Context: an optimization exercise on an open-source flow, tuned for small area, a short achievable clock period and few clock cycles per item. The choices shown serve that exercise and are no tape-out recipe.
In this exercise RTL edits were held to simulation tests only and were not proved equivalent to the original.
Power figures rest on the tool's default switching activity, not on a simulated workload.

==> design.v <==
module tcodec_scalar (
  input  wire         clk,
  input  wire         rst,
  input  wire         start,
  input  wire [10:0]  cmd,
  input  wire [31:0]  arg,
  input  wire [127:0] tin,
  output reg          done,
  output wire [3:0]   err,
  output wire [7:0]   detail,
  output reg  [5:0]   err_addr,
  output reg  [31:0]  result,
  output reg  [127:0] tout
);
  localparam [3:0] D_OK          = 4'h0;
  localparam [3:0] D_RESERVED_OP = 4'h1;
  localparam [3:0] D_NONZERO_N   = 4'h3;
  localparam [3:0] D_N_RANGE     = 4'h5;
  localparam [3:0] D_BAD_TRIT    = 4'hA;
  localparam [3:0] D_NAN_VALUE   = 4'hB;
  localparam [2:0] S_IDLE = 3'd0;
  localparam [2:0] S_DEC  = 3'd1;    
  localparam [2:0] S_PSH  = 3'd2;    
  localparam [2:0] S_DIG  = 3'd3;    
  localparam [2:0] S_POST = 3'd4;    
  localparam [2:0] S_SFIN = 3'd5;    
  localparam [2:0] S_DIV  = 3'd6;    
  localparam [2:0] S_DFIN = 3'd7;    
  reg  [2:0]   state;
  reg  [3:0]   det;
  reg  [10:0]  cmd_r;
  reg  [31:0]  arg_r;
  reg  [127:0] R;
  reg  [6:0]   c1;       
  reg  [5:0]   c2;       
  reg          flag;     
  reg          ovf;      
  reg          sgn;      
  assign detail = {4'h0, det};
  assign err    = {1'b0, ~det[3] & ~det[2] & det[0], 1'b0, det[3] | det[2]};
  wire [3:0] op = cmd_r[3:0];
  wire [6:0] n  = cmd_r[10:4];
  wire [6:0] n_half = (n + 7'd1) >> 1;
  wire op_senc = (op == 4'd1);
  wire op_sdec = (op == 4'd2);
  wire op_pack = (op == 4'd3);
  wire op_unpk = (op == 4'd4);
  wire n_zero  = (n == 7'd0);
  wire n_big   = (n > 7'd64);
  wire [7:0]  f_exp  = arg_r[30:23];
  wire [22:0] f_frac = arg_r[22:0];
  wire        f_neg  = arg_r[31];
  wire        f_nan  = (f_exp == 8'hFF) && (f_frac != 23'd0);
  wire        f_sat  = (f_exp >= 8'd127);           
  wire        f_tiny = (f_exp <= 8'd24);            
  wire [23:0] f_m    = (f_tiny | f_sat) ? 24'd0 : {1'b1, f_frac};
  wire [7:0]  f_p8   = 8'd126 - f_exp;
  wire [6:0]  f_p    = (f_tiny | f_sat) ? 7'd0 : f_p8[6:0];
  wire [6:0]  lim = op_pack ? 7'd5 : n;
  wire [63:0] tmask, tpos, tneg, tzero, tbad;
  genvar gi;
  generate
    for (gi = 0; gi < 64; gi = gi + 1) begin : g_pl
      assign tmask[gi] = (gi < lim);
      assign tpos[gi]  = tmask[gi] &  R[2*gi] & ~R[2*gi+1];
      assign tneg[gi]  = tmask[gi] &  R[2*gi] &  R[2*gi+1];
      assign tbad[gi]  = tmask[gi] & ~R[2*gi] &  R[2*gi+1];
      assign tzero[gi] = tmask[gi] & ~R[2*gi];
    end
  endgenerate
  wire t_neg, t_nz;
  tc_sign u_sign (.pos(tpos), .neg(tneg), .nz(t_nz), .sn(t_neg));
  wire       bad_found;
  wire [5:0] bad_idx;
  tc_lowest u_bad (.v(tbad), .found(bad_found), .idx(bad_idx));
  wire        f_in  = t_neg;
  wire        f_out = t_neg & (state != S_DEC);
  wire [63:0] sp    = f_in ? tneg : tpos;      
  wire [63:0] sn    = f_in ? tpos : tneg;      
  wire [63:0] ca_go;                           
  tc_bk #(.W(64)) u_ca (.g(sn), .p(tzero), .go(ca_go));
  wire [63:0] ca_c  = {ca_go[62:0], 1'b0};     
  reg  [127:0] sdec_next;
  integer t;
  always @(*) begin
    for (t = 0; t < 64; t = t + 1) begin
      sdec_next[2*t]   = (sn[t] & ca_c[t]) | tzero[t] | (sp[t] & ~ca_c[t]);
      sdec_next[2*t+1] = ((sn[t] & ca_c[t]) | (tzero[t] & ~ca_c[t])) ^
                         (f_out & sdec_next[2*t]);
    end
  end
  wire         x3   = flag & n[0];
  wire [125:0] G    = R[125:0];
  wire [129:0] ga   = {4'd0, G};
  wire [129:0] gb   = (state == S_POST) ? {4'd0, G} :
                      x3                ? {3'd0, G, 1'b0} : {G, 3'b000};
  wire [129:0] gg   = ga & gb;
  wire [129:0] gp   = ga ^ gb;
  wire [129:0] g_go;
  tc_bk #(.W(130)) u_add (.g(gg), .p(gp), .go(g_go));
  wire [129:0] gsum = gp ^ {g_go[128:0], 1'b0};
  wire [3:0]   qd   = x3 ? {2'b00, gsum[127:126]} : gsum[129:126];
  reg [1:0] d_hi, d_lo;
  always @(*) begin
    if (f_sat) begin
      d_hi = x3 ? 2'd1 : 2'd2;
      d_lo = 2'd2;
    end else if (x3) begin
      d_hi = 2'd1;
      d_lo = qd[1:0];
    end else begin
      case (qd)
        4'd0: begin d_hi = 2'd0; d_lo = 2'd0; end
        4'd1: begin d_hi = 2'd0; d_lo = 2'd1; end
        4'd2: begin d_hi = 2'd0; d_lo = 2'd2; end
        4'd3: begin d_hi = 2'd1; d_lo = 2'd0; end
        4'd4: begin d_hi = 2'd1; d_lo = 2'd1; end
        4'd5: begin d_hi = 2'd1; d_lo = 2'd2; end
        4'd6: begin d_hi = 2'd2; d_lo = 2'd0; end
        4'd7: begin d_hi = 2'd2; d_lo = 2'd1; end
        default: begin d_hi = 2'd2; d_lo = 2'd2; end
      endcase
    end
  end
  function [1:0] dcode;
    input [1:0] d;
    input       ng;
    begin
      case (d)
        2'd0:    dcode = ng ? 2'b01 : 2'b11;
        2'd1:    dcode = 2'b00;
        default: dcode = ng ? 2'b11 : 2'b01;
      endcase
    end
  endfunction
  wire [3:0] pair = {dcode(d_hi, f_neg), dcode(d_lo, f_neg)};
  wire        adj_lt = ~f_sat & ~ovf & (R[125:101] < {1'b0, f_m});
  wire [1:0]  tt     = f_neg ? 2'b01 : 2'b11;       
  wire [63:0] at_x;
  generate
    for (gi = 0; gi < 64; gi = gi + 1) begin : g_ax
      assign at_x[gi] = (tout[2*gi +: 2] == tt);
    end
  endgenerate
  wire [63:0] at_go;
  tc_bk #(.W(64)) u_at (.g({63'd0, adj_lt}), .p({at_x[62:0], 1'b0}), .go(at_go));
  reg  [127:0] tout_adj;
  always @(*) begin
    for (t = 0; t < 64; t = t + 1) begin
      if (at_go[t]) begin
        if (at_x[t])                       tout_adj[2*t +: 2] = f_neg ? 2'b11 : 2'b01;
        else if (tout[2*t +: 2] == 2'b00)  tout_adj[2*t +: 2] = f_neg ? 2'b01 : 2'b11;
        else                               tout_adj[2*t +: 2] = 2'b00;
      end else
        tout_adj[2*t +: 2] = tout[2*t +: 2];
    end
  end
  function [1:0] digit;             
    input [1:0] c;
    begin
      case (c)
        2'b11:   digit = 2'd0;
        2'b00:   digit = 2'd1;
        default: digit = 2'd2;
      endcase
    end
  endfunction
  wire [7:0] packed_byte = {6'd0, digit(R[1:0])}
                         + 8'd3  * {6'd0, digit(R[3:2])}
                         + 8'd9  * {6'd0, digit(R[5:4])}
                         + 8'd27 * {6'd0, digit(R[7:6])}
                         + 8'd81 * {6'd0, digit(R[9:8])};
  function [1:0] tcode;             
    input [7:0] d;
    begin
      case (d)
        8'd0:    tcode = 2'b11;
        8'd1:    tcode = 2'b00;
        default: tcode = 2'b01;
      endcase
    end
  endfunction
  wire [7:0] ub = arg_r[7:0];
  wire [9:0] unpacked = {tcode((ub / 8'd81) % 8'd3), tcode((ub / 8'd27) % 8'd3),
                         tcode((ub / 8'd9) % 8'd3),  tcode((ub / 8'd3) % 8'd3),
                         tcode(ub % 8'd3)};
  wire        qbit    = ~t_neg;
  wire [24:0] win     = {result[23:0], qbit};
  wire [24:0] mant_rn = {1'b0, win[24:1]} + {24'd0, win[0]};
  wire [7:0]  exp_f   = {1'b0, c1} + {7'd0, mant_rn[24]};
  wire [22:0] frac_f  = mant_rn[24] ? 23'd0 : mant_rn[22:0];
  wire        keep    = flag | qbit;
  wire [5:0]  c2_inc  = c2 + {5'd0, keep};
  reg  [3:0] dec_det;
  reg        dec_done;
  always @(*) begin
    dec_done = 1'b1;
    dec_det  = D_OK;
    if ((op == 4'd0) || (op > 4'd4))           dec_det = D_RESERVED_OP;
    else if ((op_pack | op_unpk) & ~n_zero)    dec_det = D_NONZERO_N;
    else if (op_pack) begin
      if (bad_found)                           dec_det = D_BAD_TRIT;
    end else if (op_senc) begin
      if (n_zero | n_big)                      dec_det = D_N_RANGE;
      else if (f_nan)                          dec_det = D_NAN_VALUE;
      else                                     dec_done = 1'b0;
    end else if (op_sdec) begin
      if (n_big)                               dec_det = D_N_RANGE;
      else if (n_zero)                         dec_det = D_OK;
      else if (bad_found)                      dec_det = D_BAD_TRIT;
      else if (t_nz)                           dec_done = 1'b0;
    end
  end
  always @(posedge clk) begin
    case (state)
      S_IDLE:         R <= tin;
      S_DEC:          R <= op_senc ? {2'b00, 1'b1, f_m, 101'd0} : sdec_next;
      S_PSH:          R <= {R[127:125], 1'b0, R[124:1]};
      S_DIG, S_POST:  R <= {2'b00, gsum[125:0]};
      default:        R <= sdec_next;
    endcase
    if (state == S_IDLE) begin
      cmd_r <= cmd;
      arg_r <= arg;
    end
  end
  always @(posedge clk) begin
    if (rst) begin
      state    <= S_IDLE;
      done     <= 1'b0;
      det      <= D_OK;
      err_addr <= 6'd0;
      result   <= 32'd0;
      tout     <= 128'd0;
    end else begin
      done <= 1'b0;
      case (state)
        S_IDLE: if (start) state <= S_DEC;
        S_DEC: begin
          c1    <= op_senc ? f_p : 7'd127;
          c2    <= op_senc ? n_half[5:0] : 6'd0;
          flag  <= op_senc;
          ovf   <= 1'b0;
          sgn   <= t_neg;
          if (dec_done) begin
            state    <= S_IDLE;
            done     <= 1'b1;
            det      <= dec_det;
            err_addr <= (dec_det == D_BAD_TRIT) ? bad_idx : 6'd0;
            if (dec_det == D_OK) begin
              if (op_pack) result <= {24'd0, packed_byte};
              if (op_sdec) result <= 32'd0;
              if (op_unpk) tout   <= {118'd0, unpacked};
            end
          end else if (op_senc)
            state <= (f_p != 7'd0) ? S_PSH : S_DIG;
          else
            state <= S_DIV;
        end
        S_PSH: begin
          c1 <= c1 - 7'd1;
          if (c1 == 7'd1) state <= S_DIG;
        end
        S_DIG: begin
          tout <= flag ? {124'd0, pair} : {tout[123:0], pair};
          flag <= 1'b0;
          c2   <= c2 - 6'd1;
          if (c2 == 6'd1) begin
            c1    <= f_p;
            state <= (f_p != 7'd0) ? S_POST : S_SFIN;
          end
        end
        S_POST: begin
          ovf <= ovf | gsum[126];
          c1  <= c1 - 7'd1;
          if (c1 == 7'd1) state <= S_SFIN;
        end
        S_SFIN: begin
          tout     <= tout_adj;
          det      <= D_OK;
          err_addr <= 6'd0;
          done     <= 1'b1;
          state    <= S_IDLE;
        end
        S_DIV: begin
          if (!flag) c1 <= c1 - 7'd1;
          if (qbit) flag <= 1'b1;
          if (keep) result <= {result[30:0], qbit};
          c2 <= c2_inc;
          if (c2_inc == 6'd24) state <= S_DFIN;
        end
        S_DFIN: begin
          result   <= {sgn, exp_f, frac_f};
          det      <= D_OK;
          err_addr <= 6'd0;
          done     <= 1'b1;
          state    <= S_IDLE;
        end
        default: state <= S_IDLE;
      endcase
    end
  end
endmodule
module tc_bk #(parameter W = 8) (
  input  wire [W-1:0] g,
  input  wire [W-1:0] p,
  output reg  [W-1:0] go
);
  reg [W-1:0] pp;
  integer l, i;
  always @(*) begin
    go = g;
    pp = p;
    for (l = 1; l < W; l = l * 2)
      for (i = 2 * l - 1; i < W; i = i + 2 * l) begin
        go[i] = go[i] | (pp[i] & go[i-l]);
        pp[i] = pp[i] & pp[i-l];
      end
    for (l = W; l >= 1; l = l / 2)
      for (i = 3 * l - 1; i < W; i = i + 2 * l)
        go[i] = go[i] | (pp[i] & go[i-l]);
  end
endmodule
module tc_sign (
  input  wire [63:0] pos,
  input  wire [63:0] neg,
  output wire        nz,
  output wire        sn
);
  reg [63:0] z, s;
  integer l, i;
  always @(*) begin
    z = pos | neg;
    s = neg;
    for (l = 1; l < 64; l = l * 2)
      for (i = 0; i < 64; i = i + 2 * l) begin
        s[i] = z[i+l] ? s[i+l] : s[i];
        z[i] = z[i] | z[i+l];
      end
  end
  assign nz = z[0];
  assign sn = s[0];
endmodule
module tc_lowest (
  input  wire [63:0] v,
  output wire        found,
  output wire [5:0]  idx
);
  reg [63:0]  f;
  reg [383:0] x;
  integer l, i, k;
  always @(*) begin
    f = v;
    x = 384'd0;
    k = 0;
    for (l = 1; l < 64; l = l * 2) begin
      for (i = 0; i < 64; i = i + 2 * l) begin
        if (!f[i]) x[6*i +: 6] = x[6*(i+l) +: 6] | l[5:0];
        f[i] = f[i] | f[i+l];
      end
    end
  end
  assign found = f[0];
  assign idx   = x[5:0];
endmodule
==> run.sh <==
#!/bin/bash
# synth_recipe.tcl (not shown) runs the flow's synth.tcl, then flattens the netlist and writes it again
# the make line also repeats each setting of config.mk as NAME=value (left out here)
make -C /OpenROAD-flow-scripts/flow DESIGN_CONFIG=/design/flow/config.mk WORK_HOME=/design/flow/orfs CLKGATE_MAP_FILE= SYNTH_SCRIPT=/design/flow/synth_recipe.tcl finish
==> config.mk <==
export PLATFORM = sky130hd
export DESIGN_NAME = tcodec_scalar
export DESIGN_NICKNAME = tcodec_scalar
export VERILOG_FILES = /design/flow/design.v
export SDC_FILE = /design/flow/constraint.sdc
export NUM_CORES = 4
export LEC_CHECK = 0
export CAP_MARGIN = 20
export CORE_MARGIN = 2
export CORE_UTILIZATION = 40
export PLACE_DENSITY = 0.6
export SETUP_SLACK_MARGIN = 5
export SLEW_MARGIN = 20
export SYNTH_MEMORY_MAX_BITS = 16384
==> constraint.sdc <==
create_clock -name core_clock -period 12.0 [get_ports {clk}]
set_input_delay 2.4000 -clock core_clock [delete_from_list [all_inputs] [get_ports {clk}]]
set_output_delay 2.4000 -clock core_clock [all_outputs]
set_load 0.01 [all_outputs]
==> impl_results.md <==
* Critical Path Sink Type: register
* MaxCap Viol Count at 0
* Delay of the slowest cell on the worst path at around 560 ps
* Startpoint type of the worst setup path: register
* Type of the worst setup path: reg -> reg
* Data arrival at the endpoint of the critical path at a little under 8000 ps
* GPL Wtd Cong at 0.9354
* Final TNS setup at 0 ps
* Tightest Pin Transition at roughly 1000 ps
* Wirelength, routed at approximately 180 mm
* Global-route met3 utilization at 5.076%
* Post-layout min period at 7274 ps
* Layout area overhead at 16.86%
* Top cell type's share of synthesized area at between 10% and 20%
* Detailed-router iteration count before antenna repair at 6
* Mux share of post-synthesis cell area at 3.091%
* Drt initial violations at approximately 5400
* Routed wire per std cell at ~24 um
* Final-report setup violation count at 0
* Count of final hold-check violations at 0
* Worst relative slew slack at between 30% and 40%
* Clock edge transition at the registers on the reported setup and hold paths at 70 ps
* Number of filler cells placed in the layout at approximately 11000
* Critical path fanouts, max at 7
* Skew-Pair Late Insertion Delay at approximately 680 ps
* Count of yosys warnings during synthesis at 5
* Total of hold buffers inserted after clock tree synthesis at 0
* Wire length of the first global-routing pass at around 270 mm
* DIE WIDTH at 335.5 um
* Fraction of the mapped netlist area in compound gates at ~30%
* Period utilisation layout at about three fifths
* Share of synthesized flip-flops with an asynchronous set or reset at 0%
* Depth of the CTS H-tree at 2
* Top cells by area, synth: sky130_fd_sc_hd__dfxtp_1, sky130_fd_sc_hd__ha_1, sky130_fd_sc_hd__xnor2_1
* Slowest cell on the critical path: sky130_fd_sc_hd__a2111o_1
* Starting density of the core at around two fifths
* Share of synthesized area occupied by flip-flops and latches at about 18%
* Post-synth cell types at 135
* Top_reg_cell synth: sky130_fd_sc_hd__dfxtp_1
* Power per cell area at 204.7 nW/um^2
* Met2 track utilization from global routing at a little under half
* Max clock buf depth at 3
* Core Footprint at 109000 sq um
* Final antenna-violating net count at 0
* Total die area at roughly 110000 sq um
* CTS Buf Count at between 50 and 60
* Number of antenna violations at the first check in global routing at 1
* Synth Area in XOR/XNOR at just under 8%
* Overall power of the completed layout at roughly 11 mW
* TritonCTS clock tree: done
* Post-synthesis instance total at 6158
* Most heavily used metal layer in global routing: met2
* Combinational family with the most area after synthesis: compound AO/OA/AOI/OAI gates
* Via/cell ratio at about 6.3
* CTS root buffer: sky130_fd_sc_hd__clkbuf_16
* Cell Area, Synth at ~44000 sq um
* Worst IR drop on VDD at around 130 uV
* Via count of the first global-routing pass at between 40000 and 50000
* Achievable Freq at around 0.14 GHz
* Vertical extent of the die at roughly 340 um
* LEAKAGE at between 15 and 20 nW
* CTS sink cnt at 361
* Total half-perimeter wirelength after legalization and detailed placement at roughly 120 mm
* Via count at 48440
* Share of synthesized cell area in and, or, nand and nor gates at about a quarter
* Number of rows in the core area at 121
* Type of the tightest min-delay check: reg -> reg
* Cell type with the highest occurrence count on the critical path: sky130_fd_sc_hd__o21ai_2
* Number of enable flip-flop cells after synthesis at 62
* Fin nets at roughly 6700
* Num ports at about 350
* Pin count of the biggest net entering global routing at approximately 130
* DRC violation count after routing at 0
* Slew Limit Fails at 0
* Fraction of final layout cells sized beyond drive strength 1 at 8.048%
* Total of buffers placed on input and output ports at ~350
* Run status: complete, no violations
* Avg Synthesized Cell Area at 7.139 sq um
* Required time at the worst-slack endpoint at roughly 13000 ps
* Clock skew at between 20 and 30 ps
* GRT Util Overall at 30.75%
* Post-synthesis cell type with the largest combined area: sky130_fd_sc_hd__dfxtp_1
* Number of storage elements in the synthesis netlist at 361
* Worst hold slack across all endpoints at 472.0 ps
* GRT overflow at 0
* Met1 Track Usage GR at a little over two fifths
* Adder and majority cell fraction of the synthesized area at under 10%
* Unrepaired setup endpoints after global routing: yes
==> state kept, by name, indices dropped and copies added, names as in the netlist <==
signal,flops
ovf,1
c2,6
err_addr,6
done,1
result,32
R,128
tout,128
c1,7
state,3
cmd_r,11
arg_r,32
sgn,1
flag,1
det,4
==> report_power, final <==
group / internal [mW] / total (mW) / leakage [nW] / switching (mW)
Sequential: 1.40 / 1.91 / 3.07 / 0.511
Clock: 0.977 / 1.66 / 0.877 / 0.686
Combinational: 2.89 / 6.94 / 15.7 / 4.04
==> cell type report <==
type / instances / area, sq um / area share (%)
clock buffers: 75 / 1498 / 2.915
clock inverters: 20 / 300.3 / 0.5845
flip-flops and latches: 361 / 7860 / 15.30
multi-input cells: 5023 / 33880 / 65.95
diodes: 1 / 2.502 / 0.004871
inverters: 258 / 984.7 / 1.917
repair inverters: 1 / 8.758 / 0.01705
well taps: 1414 / 1769 / 3.444
repair buffers: 512 / 5072 / 9.873
==> routing by layer <==
layer,up-vias,routed length (um)
met5,-,0
met4,0,8098
met3,397,16590
met2,2371,78890
met1,23130,76640
li1,22540,-
==> cells by family after synthesis <==
kind of cell    Yosys count
flops                   361
mux                     134
xor+xnor                397
simple gates           2256
other cells               1
buf+inv                 787
fa+ha+maj               286
compound gates         1936
==> cell usage after synthesis (all sizes together) (123+ instances only) <==
cell and count:
nor2b 184, nor2 687, a31oi 132, ha 211, dfxtp 299, a211oi 132, xnor2 298, mux2i 123
nor3 200, nand2 610, o21ai 344, nand3 141, inv 253, clkbuf 416, a21oi 524
==> worst paths after layout <==
kind / from / cells past startpoint / endpoint / slack, ps
hold reg to reg: det[1]$_SDFFE_PP0P_ / 2 / det[1]$_SDFFE_PP0P_ / 470
hold / removal: det[1]$_SDFFE_PP0P_ / 2 / det[1]$_SDFFE_PP0P_ / 470
setup reg to reg: cmd_r[4]$_DFFE_PN_ / 36 / tout[0]$_SDFFE_PP0P_ / 4730
setup / recovery: cmd_r[4]$_DFFE_PN_ / 36 / tout[0]$_SDFFE_PP0P_ / 4730
==> worst max-delay path, delay by kind of cell (launching register included) <==
family,cells,cell delay (ps)
AO/OA/AOI/OAI,23,4240
AND/OR/NAND/NOR,8,1350
adder cells (fa/ha/maj),2,600
flip-flops,1,450
buffers and inverters,3,440
==> cell usage in the layout (no fill, tap or decap), types with 187 or more instances in the layout <==
| cell | netlist | final |
|---|---|---|
| sky130_fd_sc_hd__o21ai_0 | 315 | 305 |
| sky130_fd_sc_hd__nand2_1 | 604 | 596 |
| sky130_fd_sc_hd__nor2_1 | 684 | 677 |
| sky130_fd_sc_hd__inv_1 | 252 | 251 |
| sky130_fd_sc_hd__a21oi_1 | 520 | 506 |
| sky130_fd_sc_hd__dfxtp_1 | 299 | 295 |
| sky130_fd_sc_hd__nor3_1 | 192 | 187 |
| sky130_fd_sc_hd__ha_1 | 211 | 207 |
| sky130_fd_sc_hd__clkdlybuf4s50_1 | 0 | 345 |
| sky130_fd_sc_hd__xnor2_1 | 298 | 294 |
==> per-stage QoR <==
stage | std cells | worst slack [ps] | area (sq um) | util [%]
floorplan | 6163 | 5000 | 44060 | -
global placement | 7471 | 2733 | 47750 | 43.80
detailed placement | 7471 | 2769 | 47750 | 43.80
CTS | 7636 | 4816 | 50830 | 46.63
global route | 7664 | 4393 | 51370 | 47.13
finish | 7665 | 4726 | 51380 | 47.13
==> repair_timing <==
item | 4_1_cts | 5_1_grt
cloned | 12 | 0
pin swaps | 47 | 53
resized for setup | 124 | 69
endpoints found under the setup margin | 167 | 111
buffers inserted | 58 | 27
Testbench counts, summed over its fixed seeds: cycles 177,579, items 8,000.

static timing again, ports no longer ideal:
No port has a modelled driver above. Below, the same layout with a new extraction and two added sets of constraints.
Step 1, drivers: a clkbuf_16 drives clk and a buf_2 each remaining input, both assumed.
Step 2 also shifts input and output timing later by t, the mid clock arrival at the registers, as if the neighbouring blocks saw the same clock.
a / b / c = ideal ports / drivers / drivers and shift; a / b = the first two.
shift t [ns]: 0.736
setup slack, ns: 4.726 / 4.726 / 4.726
clock arrival spread, ns: 0.029 / 0.029
slew at the worst register clock pin (ns): 0.07 / 0.07
worst slew at a driven data input, ns: 0.10
After both steps this run still meets setup and hold. The setup slack of this run moves by 0.000 ns with the drivers and by 0.000 ns with both steps.
